Source: an optimization exercise on an open RTL-to-GDS flow (aim: small area, a short achievable clock period and few clock cycles per item). Production flows keep margins and buffers that such runs may drop.
Only simulation tests tie the RTL to the original design; equivalence was not proved.
Power is estimated from default activity; no workload was simulated.

Setup of v6:
// tilt_eq
module tilt_eq (
    input  wire        clk,
    input  wire        rst,           
    input  wire        cfg_we,
    input  wire [3:0]  cfg_addr,
    input  wire [31:0] cfg_wdata,
    input  wire        prep,          
    input  wire        in_valid,
    output wire        in_ready,
    input  wire        in_ch,
    input  wire [31:0] in_data,
    output reg         out_valid,
    output reg         out_ch,
    output reg  [31:0] out_data,
    output reg         idle
);
clock: 22.0 ns
lec_check: 0
cap_margin: 20
core_margin: 2
core_utilization: 60
cts_cluster_diameter: 140
cts_cluster_size: 20
slew_margin: 20
standard.sh (not shown) runs the stock make flow with config.mk's settings and CLKGATE_MAP_FILE= SYNTH_SCRIPT=/design/flow/synth_recipe.tcl, a recipe that flattens the netlist after the stock synthesis.
==> flow/flow/run.sh <==
#!/bin/bash
# Layout: the standard flow (standard.sh) on every step, with ORFS's
# timing repair asked to reach further than the clock period requires and
# given more freedom. flow/make_vars.txt lists the ORFS settings passed to
# make on top of the standard ones:
#   SETUP_SLACK_MARGIN    repair_timing's setup margin (ns)
#   TNS_END_PERCENT       share of the failing endpoints repair_timing works on

# The clock, the SDC and every other setting stay as the standard flow has
# them. make's full output goes to flow_make.log in this folder; each ORFS
# step also keeps its own log under orfs/logs/.
set -euo pipefail
mapfile -t VARS < <(grep -v '^[[:space:]]*$' flow/make_vars.txt)
bash standard.sh "${VARS[@]}" finish > flow_make.log 2>&1
==> flow/flow/make_vars.txt <==
SETUP_SLACK_MARGIN=17
TNS_END_PERCENT=5
Testbench counts of v6, summed over its fixed seeds: cycles 79,988, items 6,601.
The following lists how v14 was set up differently from v6:
==> flow/flow/make_vars.txt <==
SETUP_SLACK_MARGIN=17
TNS_END_PERCENT=20
## What came out
- v14 vs. v6: average vias per placed instance shows an increase of 0.026, finished layout cell area went up, minimum clock period moved down.
- After detailed routing, v6 needs less wire than v14.
> inputs changed (v14 -> v51)
# v14
export LEC_CHECK = 0
export CAP_MARGIN = 20
export CORE_MARGIN = 2
export CORE_UTILIZATION = 60
export CTS_CLUSTER_DIAMETER = 140
export CTS_CLUSTER_SIZE = 20
export SLEW_MARGIN = 20
create_clock -name core_clock -period 22.0 [get_ports {clk}]
# v51
export LEC_CHECK = 0
export CAP_MARGIN = 20
export CORE_MARGIN = 2
export CORE_UTILIZATION = 68
export CTS_CLUSTER_DIAMETER = 140
export CTS_CLUSTER_SIZE = 20
export SLEW_MARGIN = 20
create_clock -name core_clock -period 22.0 [get_ports {clk}]
==> flow/flow/make_vars.txt <==
SETUP_SLACK_MARGIN=17
TNS_END_PERCENT=5
--- outcome ---
Going from v14 to v51, minimum setup slack after placement grows by 0.034 ns. Lower utilization of the core after routing goes to v14 over v51. Maximum clock frequency essentially unchanged between v14 and v51. A slowest stage cell on the critical path of sky130_fd_sc_hd__dfxtp_4 is what v14 shows, while sky130_fd_sc_hd__clkdlybuf4s50_1 belongs to v51. Cmp v14 and v51 / sequential share of layout area / higher: v51. Relative to v14, the sequential cell fraction of total power of v51 is higher by 1.7 points. In the reports for v14 and v51, the smaller cell area belongs to v51. Across both runs, final hold slack was lower for v51 than for v14. Power: v51 < v14. Worst path arrival time was higher in v51 than in v14.
### v51 -> v39
# v51
export LEC_CHECK = 0
export CAP_MARGIN = 20
export CORE_MARGIN = 2
export CORE_UTILIZATION = 68
export CTS_CLUSTER_DIAMETER = 140
export CTS_CLUSTER_SIZE = 20
export SLEW_MARGIN = 20
create_clock -name core_clock -period 22.0 [get_ports {clk}]
# v39
export LEC_CHECK = 0
export CAP_MARGIN = 20
export CORE_MARGIN = 2
export CORE_UTILIZATION = 60
export CTS_CLUSTER_DIAMETER = 140
export CTS_CLUSTER_SIZE = 20
export SLEW_MARGIN = 20
create_clock -name core_clock -period 22.0 [get_ports {clk}]
==> flow/flow/make_vars.txt <==
SETUP_SLACK_MARGIN=18.5
TNS_END_PERCENT=5
Results
- Lower final-layout clock buffer total goes to v51 over v39.
- In the metrics for v51 and v39, the one carrying the lower cell area after layout is v51.
- v39 leaves more setup margin than v51.
- [v39] count of buffer and inverter cells on the critical path fell 2 relative to v51
- Proportion of power drawn by combinational gates ended up 2.3 points higher on v39 than on v51.
Here is what was changed in the inputs of v8 compared with v39.
# v39
export LEC_CHECK = 0
export CAP_MARGIN = 20
export CORE_MARGIN = 2
export CORE_UTILIZATION = 60
export CTS_CLUSTER_DIAMETER = 140
export CTS_CLUSTER_SIZE = 20
export SLEW_MARGIN = 20
create_clock -name core_clock -period 22.0 [get_ports {clk}]
# v8
export LEC_CHECK = 0
export CAP_MARGIN = 20
export CORE_MARGIN = 2
export CORE_UTILIZATION = 68
export CTS_CLUSTER_DIAMETER = 140
export CTS_CLUSTER_SIZE = 20
export SLEW_MARGIN = 20
create_clock -name core_clock -period 22.0 [get_ports {clk}]
==> flow/flow/make_vars.txt <==
SETUP_SLACK_MARGIN=17
TNS_END_PERCENT=1
Notes after the runs:
Compared to v39, v8 has total global-route track usage 4.1 points higher. Re I/O pin count: no difference whatsoever between v39 and v8. Against v39, v8 reports a clock skew that is higher. The launch point of the critical path comes out cfg_we in one run and ph[6] in the other, namely in v8 and v39 respectively. Against v39, v8 comes in 3 lower on worst reg-to-reg path cell count.

-- re-timing with driven ports --
The flow's constraints put no driver on any port. The routed layouts listed below were extracted and timed again, unchanged, in two steps.
Step 1 sets driving cells, clkbuf_16 on the clock port and buf_2 on the other inputs (assumed; they add their load-dependent delay and slew).
Step 2 moves the port delays by t, midway between the first and last clock arrival at a register: inputs arrive t later, outputs are due t later. That takes back most of the time a late clock gives input paths.
Three values: ideal ports, drivers, drivers and shift; two values: the first two.
run	shift t [ns]	slack for setup (ns)	hold WS [ns]	worst setup path at the end	pins driven straight from the clock port
v6	0.776	16.421 / 16.338 / 15.712	0.321 / 0.321 / 0.321	input to register	1
v14	0.742	16.452 / 16.367 / 15.961	0.331 / 0.331 / 0.331	input to register	1
v51	0.747	16.436 / 16.368 / 15.744	0.316 / 0.316 / 0.316	input to register	1
v39	0.739	16.451 / 16.370 / 16.023	0.328 / 0.328 / 0.328	input to register	1
v8	0.748	16.432 / 16.366 / 15.738	0.315 / 0.315 / 0.315	input to register	1
After both steps every run listed still meets setup and hold. For v6, which loses most, drivers alone change the setup slack by -0.083 ns; drivers and shift together by -0.709 ns.
